This design comes from an exercise in tuning for small area on the open sky130 flow, not from production work.
In this exercise RTL edits were held to simulation tests only and were not proved equivalent to the original.
The clock port is modelled as an ideal driver; clocking choices that lean on that would not hold on a real chip.
Power figures rest on the tool's default switching activity, not on a simulated workload.

Setup of south:
## wt440hrx_core
module wt440hrx_core #(
    parameter [31:0] BIT_LEN      = 32'd2000,
    parameter [31:0] TOL          = 32'd200,
    parameter [31:0] DEDUP_WINDOW = 32'd1000000,
    parameter        LAYOUT       = 0
) (
    input  wire               clk,
    input  wire               rst,
    input  wire               edge_valid,
    input  wire [31:0]        edge_ts,
    output wire               bit_valid,
    output wire               bit_value,
    output wire [31:0]        bit_ts,
    output wire               fr_valid,
    output wire               fr_dup,
    output wire               rd_valid,
    output wire [3:0]         rd_house,
    output wire [1:0]         rd_channel,
    output wire [1:0]         rd_status,
    output wire               rd_batt,
    output wire [7:0]         rd_hum,
    output wire [7:0]         rd_tint,
    output wire [3:0]         rd_tfrac,
    output wire [1:0]         rd_seq,
    output wire [31:0]        rd_ts,
    output wire [2:0]         rd_channel_rep,
    output wire signed [12:0] rd_temp_x16
);
Size: about 590 cells after synthesis, ~170 flip-flops, roughly 150 I/O pins.
==> flow/config.mk <==
export PLATFORM = sky130hd
export DESIGN_NAME = wt440hrx_core
export DESIGN_NICKNAME = wt440hrx_core
export VERILOG_FILES = /design/flow/design.v
export SDC_FILE = /design/flow/constraint.sdc
export NUM_CORES = 4
export LEC_CHECK = 0
export CAP_MARGIN = 20
export CORE_MARGIN = 2
export CORE_UTILIZATION = 40
export SLEW_MARGIN = 20
export SYNTH_HIERARCHICAL = 1
==> flow/constraint.sdc <==
create_clock -name core_clock -period 14.0 [get_ports {clk}]
set_input_delay 2.8000 -clock core_clock [delete_from_list [all_inputs] [get_ports {clk}]]
set_output_delay 2.8000 -clock core_clock [all_outputs]
set_load 0.01 [all_outputs]
standard.sh (not shown) runs the stock make flow with config.mk's settings and CLKGATE_MAP_FILE= SYNTH_SCRIPT=/design/flow/synth_recipe.tcl, a recipe that flattens the netlist after the stock synthesis.
==> flow/flow/run.sh <==
#!/bin/bash
# The standard layout, with the smallest buffer (buf_1) as each port's
# buffer, and a clock tree of clkbuf_4 without dummy loads in which the
# leaves that drive too much are upsized to clkbuf_8 (flow/post_cts.tcl).
set -euo pipefail
export BUFFER_PORTS_ARGS="-buffer_cell sky130_fd_sc_hd__buf_1"
export CTS_ARGS="-sink_clustering_enable -repair_clock_nets -buf_list sky130_fd_sc_hd__clkbuf_4 -dont_use_dummy_load"
export POST_CTS_TCL="$PWD/flow/post_cts.tcl"
bash standard.sh > standard_flow.log 2>&1
==> flow/flow/post_cts.tcl <==
# Sourced by ORFS at the end of its CTS step (POST_CTS_TCL). The tree is
# built from clkbuf_4; a leaf buffer whose flip-flops would see a clock slew
# above 112 ps (placement estimate) is upsized to clkbuf_8, then the
# placement is legalized again.
estimate_parasitics -placement
set my_upsized 0
foreach inst [get_cells clkbuf_*] {
  set out [get_pins -of_objects $inst -filter "direction==output"]
  set worst 0.0
  foreach p [get_pins -of_objects [get_nets -of_objects $out] -filter "direction==input"] {
    set w [expr {max([get_property $p slew_max_rise], [get_property $p slew_max_fall])}]
    if {$w > $worst} { set worst $w }
  }
  if {$worst > 0.112 && [get_property [get_lib_cells -of_objects $inst] name] eq "sky130_fd_sc_hd__clkbuf_4"} {
    replace_cell $inst sky130_fd_sc_hd__clkbuf_8
    incr my_upsized
  }
}
puts "post_cts: upsized $my_upsized clock buffers"
detailed_placement
check_placement -verbose
estimate_parasitics -placement
### south -> north
- CORE_UTILIZATION changed from 40 to 75
north was carried through to the last stage, and its layout satisfied the timing, design-rule and antenna checks. From north to south, post-synthesis cell type count did not move at all. Count of cell instances traversed by the critical path: lower on south. Total number of tap cells in north is 132 lower than in south. Comparing north with south, the worst hold slack after final layout came out essentially unchanged. The core of north is more densely filled than that of south. As far as sequential element share of the synthesized area goes, south and north are indistinguishable; the numbers are identical. Max setup slack across south and north: south.

========
Starting RTL as in the previous note.
clock: 14.0 ns
lec_check: 0
cap_margin: 20
core_margin: 2
core_utilization: 85
slew_margin: 20
synth_hierarchical: 1
Scripts as last shown in full above: flow/flow/run.sh, flow/flow/post_cts.tcl
The starting point went through all stages and came out clean.
Then changed:
==> flow/flow/run.sh (replaced) <==
#!/bin/bash
# The standard layout, with the smallest buffer (buf_1) as each port's
# buffer, and a clock tree of clkbuf_4/clkbuf_8 without dummy loads.
set -euo pipefail
export BUFFER_PORTS_ARGS="-buffer_cell sky130_fd_sc_hd__buf_1"
export CTS_ARGS="-sink_clustering_enable -repair_clock_nets -buf_list {sky130_fd_sc_hd__clkbuf_4 sky130_fd_sc_hd__clkbuf_8} -dont_use_dummy_load"
bash standard.sh > standard_flow.log 2>&1
--- a/flow/config.mk
+++ b/flow/config.mk
@@ -10 +10,2 @@
-export CORE_UTILIZATION = 85
+export CORE_UTILIZATION = 40
+export CTS_BUF_LIST = sky130_fd_sc_hd__clkbuf_8
removed: flow/flow/post_cts.tcl
=> Fmax increases by 1.7%; clock power is higher by 23%; global-route usage falls by 20 points; clock skew goes down by 0.012 ns; wire length went down by 11%; non-clock buffer count does not change; final cell count is higher by 17%; utilization decreases by 48 points; worst setup slack is better by 0.22 ns.
Then changed:
==> flow/flow/run.sh (replaced) <==
#!/bin/bash
# The standard layout, with the smallest buffer (buf_1) as each port's
# buffer, and a clock tree of clkbuf_4 without dummy loads in which the
# leaves that drive too much are upsized to clkbuf_8 (flow/post_cts.tcl).
set -euo pipefail
export BUFFER_PORTS_ARGS="-buffer_cell sky130_fd_sc_hd__buf_1"
export CTS_ARGS="-sink_clustering_enable -repair_clock_nets -buf_list sky130_fd_sc_hd__clkbuf_4 -dont_use_dummy_load"
export POST_CTS_TCL="$PWD/flow/post_cts.tcl"
bash standard.sh > standard_flow.log 2>&1
==> flow/flow/post_cts.tcl (new file) <==
# Sourced by ORFS at the end of its CTS step (POST_CTS_TCL). The tree is
# built from clkbuf_4; a leaf buffer whose flip-flops would see a clock slew
# above 112 ps (placement estimate) is upsized to clkbuf_8, then the
# placement is legalized again.
estimate_parasitics -placement
set my_upsized 0
foreach inst [get_cells clkbuf_*] {
  set out [get_pins -of_objects $inst -filter "direction==output"]
  set worst 0.0
  foreach p [get_pins -of_objects [get_nets -of_objects $out] -filter "direction==input"] {
    set w [expr {max([get_property $p slew_max_rise], [get_property $p slew_max_fall])}]
    if {$w > $worst} { set worst $w }
  }
  if {$worst > 0.112 && [get_property [get_lib_cells -of_objects $inst] name] eq "sky130_fd_sc_hd__clkbuf_4"} {
    replace_cell $inst sky130_fd_sc_hd__clkbuf_8
    incr my_upsized
  }
}
puts "post_cts: upsized $my_upsized clock buffers"
detailed_placement
check_placement -verbose
estimate_parasitics -placement
--- a/flow/config.mk
+++ b/flow/config.mk
@@ -10,2 +10 @@
-export CORE_UTILIZATION = 40
-export CTS_BUF_LIST = sky130_fd_sc_hd__clkbuf_8
+export CORE_UTILIZATION = 60
Clock skew rises by 0.0091 ns.
Die area falls by 33%.
Cell area falls by 2.0%.
Global-route usage rises by 6.9 points.
Sequential share of layout area rises by 1.1 points.
Sequential power hardly moves.
Utilization rises by 21 points.
Wire length falls by 3.7%.
Non-clock buffer count falls by 1.
Then changed:
--- a/flow/config.mk
+++ b/flow/config.mk
@@ -8 +8 @@
-export CAP_MARGIN = 20
+export CAP_MARGIN = 0
@@ -10,2 +10,2 @@
-export CORE_UTILIZATION = 60
-export SLEW_MARGIN = 20
+export CORE_UTILIZATION = 40
+export SLEW_MARGIN = 0
The new run went through all stages and came out clean. Area after synthesis is unchanged. Synthesized cell count is unchanged. Combinational power hardly moves. Global-route usage shrinks by 6.9 points. Via count hardly moves. Power went up by 0.39%. Worst setup slack improved by 0.21 ns. Utilization drops by 21 points. Hold slack loses 0.0035 ns.

========
the reference run:
The RTL this note starts from:
==> flow/design.v <==
module wt440hrx_core #(
    parameter [31:0] BIT_LEN      = 32'd2000,
    parameter [31:0] TOL          = 32'd200,
    parameter [31:0] DEDUP_WINDOW = 32'd1000000,
    parameter        LAYOUT       = 0
) (
    input  wire               clk,
    input  wire               rst,
    input  wire               edge_valid,
    input  wire [31:0]        edge_ts,
    output wire               bit_valid,
    output wire               bit_value,
    output wire [31:0]        bit_ts,
    output wire               fr_valid,
    output wire               fr_dup,
    output wire               rd_valid,
    output wire [3:0]         rd_house,
    output wire [1:0]         rd_channel,
    output wire [1:0]         rd_status,
    output wire               rd_batt,
    output wire [7:0]         rd_hum,
    output wire [7:0]         rd_tint,
    output wire [3:0]         rd_tfrac,
    output wire [1:0]         rd_seq,
    output wire [31:0]        rd_ts,
    output wire [2:0]         rd_channel_rep,
    output wire signed [12:0] rd_temp_x16
);
    localparam [31:0] BIT_LOW      = BIT_LEN - TOL;
    localparam [31:0] BIT_HIGH     = BIT_LEN + TOL;
    localparam [31:0] HALFBIT_LOW  = (BIT_LEN >> 1) - (TOL >> 1);
    localparam [31:0] HALFBIT_HIGH = (BIT_LEN >> 1) + (TOL >> 1);
    localparam [31:0] AGE_K        = 32'd0 - DEDUP_WINDOW;
    localparam [13:0] AGE_KM       = AGE_K[19:6];
    localparam [6:0]  AGE_KU       = AGE_KM[13:7];
    localparam [6:0]  AGE_KL       = AGE_KM[6:0];
    wire [31:0] nts = ~edge_ts;
    reg        ld_first;    
    reg        ld_half;     
    reg [31:0] last_ts;     
    reg [31:0] prev_ts;     
    reg [5:0]  idx;         
    reg [1:0]  csum;        
    reg [29:0] sr;          
    reg        dd_valid;
    reg [27:0] dd_f;        
    reg [31:0] dd_ts;       
    wire [11:0] nd, ng;
    wire [12:1] cd, cg;
    wire [31:12] pd, gd, pg, gg;
    wt440_ha u_d0 (.x(nts[0]), .y(last_ts[0]), .s(nd[0]), .co(cd[1]));
    wt440_ha u_g0 (.x(nts[0]), .y(prev_ts[0]), .s(ng[0]), .co(cg[1]));
    genvar i;
    generate
        for (i = 1; i < 12; i = i + 1) begin : g_lo
            wt440_fa u_d (.x(nts[i]), .y(last_ts[i]), .c(cd[i]), .s(nd[i]), .co(cd[i+1]));
            wt440_fa u_g (.x(nts[i]), .y(prev_ts[i]), .c(cg[i]), .s(ng[i]), .co(cg[i+1]));
        end
        for (i = 12; i < 32; i = i + 1) begin : g_hi
            wt440_ha u_d (.x(nts[i]), .y(last_ts[i]), .s(pd[i]), .co(gd[i]));
            wt440_ha u_g (.x(nts[i]), .y(prev_ts[i]), .s(pg[i]), .co(gg[i]));
        end
    endgenerate
    wire d_hz = ((pd[12] ^ cd[12]) && ((pd[31:13] ^ gd[30:12]) == 19'h7FFFF));
    wire g_hz = ((pg[12] ^ cg[12]) && ((pg[31:13] ^ gg[30:12]) == 19'h7FFFF));
    wire [11:0] d = ~nd;
    wire [11:0] g = ~ng;
    wire [5:0]  a_g = nts[5:0] & dd_ts[5:0];
    wire [5:0]  a_t = nts[5:0] | dd_ts[5:0];
    wire a_g10 = a_g[1] | (a_t[1] & a_g[0]);
    wire a_g32 = a_g[3] | (a_t[3] & a_g[2]);
    wire a_t32 = a_t[3] & a_t[2];
    wire a_g54 = a_g[5] | (a_t[5] & a_g[4]);
    wire a_t54 = a_t[5] & a_t[4];
    wire a_c6  = a_g54 | (a_t54 & (a_g32 | (a_t32 & a_g10)));
    wire [12:6]  nal;
    wire [13:7]  cal;
    wire [6:0]   u0;
    wire [20:14] cau;
    wire [31:20] pa, ga;
    wt440_fa u_al6 (.x(nts[6]), .y(dd_ts[6]), .c(a_c6), .s(nal[6]), .co(cal[7]));
    wt440_ha u_au0 (.x(nts[13]), .y(dd_ts[13]), .s(u0[0]), .co(cau[14]));
    generate
        for (i = 7; i < 13; i = i + 1) begin : g_al
            wt440_fa u_a (.x(nts[i]), .y(dd_ts[i]), .c(cal[i]), .s(nal[i]), .co(cal[i+1]));
        end
        for (i = 14; i < 20; i = i + 1) begin : g_au
            wt440_fa u_a (.x(nts[i]), .y(dd_ts[i]), .c(cau[i]), .s(u0[i-13]), .co(cau[i+1]));
        end
        for (i = 20; i < 32; i = i + 1) begin : g_ah
            wt440_ha u_a (.x(nts[i]), .y(dd_ts[i]), .s(pa[i]), .co(ga[i]));
        end
    endgenerate
    wire a_c13  = cal[13];
    wire u_max  = (u0 == 7'h7F);
    wire a_c20  = cau[20] || (a_c13 && u_max);
    wire l_ge   = (nal >= AGE_KL);
    wire u_gt   = a_c13 ? (u0 >= AGE_KU && !u_max) : (u0 > AGE_KU);
    wire u_eq   = a_c13 ? (u0 == AGE_KU - 7'd1) : (u0 == AGE_KU);
    wire a_hz   = ((pa[20] ^ a_c20) && ((pa[31:21] ^ ga[30:20]) == 11'h7FF));
    wire age_lt = a_hz && (u_gt || (u_eq && l_ge));
    wire in_full = d_hz && (d >= BIT_LOW[11:0]) && (d <= BIT_HIGH[11:0]);
    wire in_half = d_hz && (d >= HALFBIT_LOW[11:0]) && (d <= HALFBIT_HIGH[11:0]);
    wire emit    = !ld_first && (ld_half ? in_half : in_full);
    assign bit_valid = edge_valid && !rst && emit;
    assign bit_value = ld_half;
    assign bit_ts    = edge_ts;
    always @(posedge clk) begin
        if (rst)
            ld_first <= 1'b1;
        else if (edge_valid)
            ld_first <= 1'b0;
    end
    always @(posedge clk) begin
        if (edge_valid) begin
            ld_half <= !ld_first && !ld_half && in_half;
            last_ts <= edge_ts;
        end
    end
    wire idx0       = (idx == 6'd0);
    wire pre_idx    = (idx[5:2] == 4'd0);
    wire last_bit   = (idx == 6'd35);
    wire spacing_ok = idx0 || (g_hz && (g >= BIT_LOW[11:0]) && (g <= BIT_HIGH[11:0]));
    wire pre_ok     = !pre_idx || (bit_value == !idx[1]);
    wire accept     = spacing_ok && pre_ok;
    wire parity_ok  = !csum[0] && (csum[1] == bit_value);
    assign fr_valid = bit_valid && accept && last_bit && parity_ok;
    always @(posedge clk) begin
        if (rst)
            idx <= 6'd0;
        else if (bit_valid)
            idx <= (!accept || last_bit) ? 6'd0 : idx + 6'd1;
    end
    always @(posedge clk) begin
        if (bit_valid) begin
            if (pre_idx)
                csum <= 2'b11;
            else if (idx[0])
                csum[1] <= csum[1] ^ bit_value;
            else
                csum[0] <= csum[0] ^ bit_value;
        end
    end
    always @(posedge clk) begin
        if (bit_valid && idx != 6'd34)
            sr <= {sr[28:0], bit_value};
    end
    always @(posedge clk) begin
        if (bit_valid)
            prev_ts <= edge_ts;
    end
    assign rd_house   = sr[29:26];
    assign rd_channel = sr[25:24];
    assign rd_status  = sr[23:22];
    assign rd_batt    = sr[21];
    assign rd_hum     = {1'b0, sr[20:14]};
    assign rd_tint    = sr[13:6];
    assign rd_tfrac   = sr[5:2];
    assign rd_seq     = sr[1:0];
    assign rd_ts      = edge_ts;
    wire same = (sr[29:2] == dd_f);
    assign fr_dup   = dd_valid && same && age_lt;
    assign rd_valid = fr_valid && !fr_dup;
    always @(posedge clk) begin
        if (rst)
            dd_valid <= 1'b0;
        else if (rd_valid)
            dd_valid <= 1'b1;
    end
    always @(posedge clk) begin
        if (rd_valid) begin
            dd_f  <= sr[29:2];
            dd_ts <= edge_ts;
        end
    end
    assign rd_channel_rep = {1'b0, rd_channel} + 3'd1;
    assign rd_temp_x16    = {{1'b0, rd_tint} - 9'd50, rd_tfrac};
endmodule
module wt440_fa (
    input  wire x,
    input  wire y,
    input  wire c,
    output wire s,
    output wire co
);
    assign s  = x ^ y ^ c;
    assign co = (x & y) | (x & c) | (y & c);
endmodule
module wt440_ha (
    input  wire x,
    input  wire y,
    output wire s,
    output wire co
);
    assign s  = x ^ y;
    assign co = x & y;
endmodule
==> flow/config.mk <==
export PLATFORM = sky130hd
export DESIGN_NAME = wt440hrx_core
export DESIGN_NICKNAME = wt440hrx_core
export VERILOG_FILES = /design/flow/design.v
export SDC_FILE = /design/flow/constraint.sdc
export NUM_CORES = 4
export LEC_CHECK = 0
export CAP_MARGIN = 20
export CORE_MARGIN = 2
export CORE_UTILIZATION = 40
export SLEW_MARGIN = 20
export SYNTH_HIERARCHICAL = 1
==> flow/constraint.sdc <==
create_clock -name core_clock -period 14.0 [get_ports {clk}]
set_input_delay 2.8000 -clock core_clock [delete_from_list [all_inputs] [get_ports {clk}]]
set_output_delay 2.8000 -clock core_clock [all_outputs]
set_load 0.01 [all_outputs]
run.sh (not shown) runs the stock make flow with config.mk's settings and CLKGATE_MAP_FILE= SYNTH_SCRIPT=/design/flow/synth_recipe.tcl, a recipe that flattens the netlist after the stock synthesis.
Stock flow here: none of the scripts above is used.
Inputs modified between the reference run and the trial run:
- an added CTS_BUF_LIST of sky130_fd_sc_hd__clkbuf_8
==> flow/flow/run.sh (new file) <==
#!/bin/bash
# The standard layout, with the smallest buffer (buf_1) as each port's
# buffer instead of the one buffer_ports picks by itself.
set -euo pipefail
export BUFFER_PORTS_ARGS="-buffer_cell sky130_fd_sc_hd__buf_1"
bash standard.sh > standard_flow.log 2>&1
==> flow/standard.sh (new file) <==
#!/bin/bash
# synth_recipe.tcl (not shown) runs the flow's synth.tcl, then flattens the netlist and writes it again
# the make line also repeats each setting of config.mk as NAME=value (left out here)
make -C /OpenROAD-flow-scripts/flow DESIGN_CONFIG=/design/flow/config.mk WORK_HOME=/design/flow/orfs CLKGATE_MAP_FILE= SYNTH_SCRIPT=/design/flow/synth_recipe.tcl "${@:-finish}"
removed: flow/run.sh
[summary]
- Number of antenna violations at the first check in global routing is higher on the trial run
- Summary: with the reference run as the reference, total number of vias in the trial run moved down by a few percent.
- Looking at minimum setup slack in the final design across the reference run and the trial run, the one that comes out higher is the trial run.
- Summary of the trial run over the reference run: highest achievable clock rate saw an increase, post-placement worst setup slack saw an increase, worst hold path cell count saw an increase.

==> re-timing with driven ports <==
How much do the figures lean on ideal ports? The routed layouts below were timed once more, with nothing changed but the port constraints.
Step 1 (the two cells are an assumption about what drives the block):
set clk [get_ports {clk}]
set_driving_cell -lib_cell sky130_fd_sc_hd__clkbuf_16 $clk
set_driving_cell -lib_cell sky130_fd_sc_hd__buf_2 [delete_from_list [all_inputs] $clk]
Step 2 adds t to the input delays and takes it off the output delays; t is the mean of the earliest and latest rising clock arrival at the registers after step 1. Input paths then give back, and output paths get back, about the clock's delay inside the block.
Three values: ideal ports, drivers, drivers and shift; two values: the first two.
run	shift t [ns]	setup slack, ns	hold slack, ns
south	0.462	1.228 / 1.203 / 1.203	0.459 / 0.459 / 0.459
north	0.457	0.845 / 0.810 / 0.810	0.460 / 0.460 / 0.460
the first run of note 2	0.463	1.003 / 0.979 / 0.979	0.461 / 0.461 / 0.461
the second run of note 2	0.485	1.222 / 1.197 / 1.197	0.444 / 0.444 / 0.444
the third run of note 2	0.464	1.021 / 1.000 / 1.000	0.462 / 0.462 / 0.462
the fourth run of note 2	0.462	1.228 / 1.203 / 1.203	0.459 / 0.459 / 0.459
the reference run	0.470	0.400 / 0.377 / 0.377	0.468 / 0.468 / 0.468
the trial run	0.495	0.694 / 0.670 / 0.670	0.470 / 0.470 / 0.470
After both steps setup and hold are still met in every run listed. For north, which loses most, drivers alone change the setup slack by -0.035 ns; drivers and shift together by -0.035 ns.
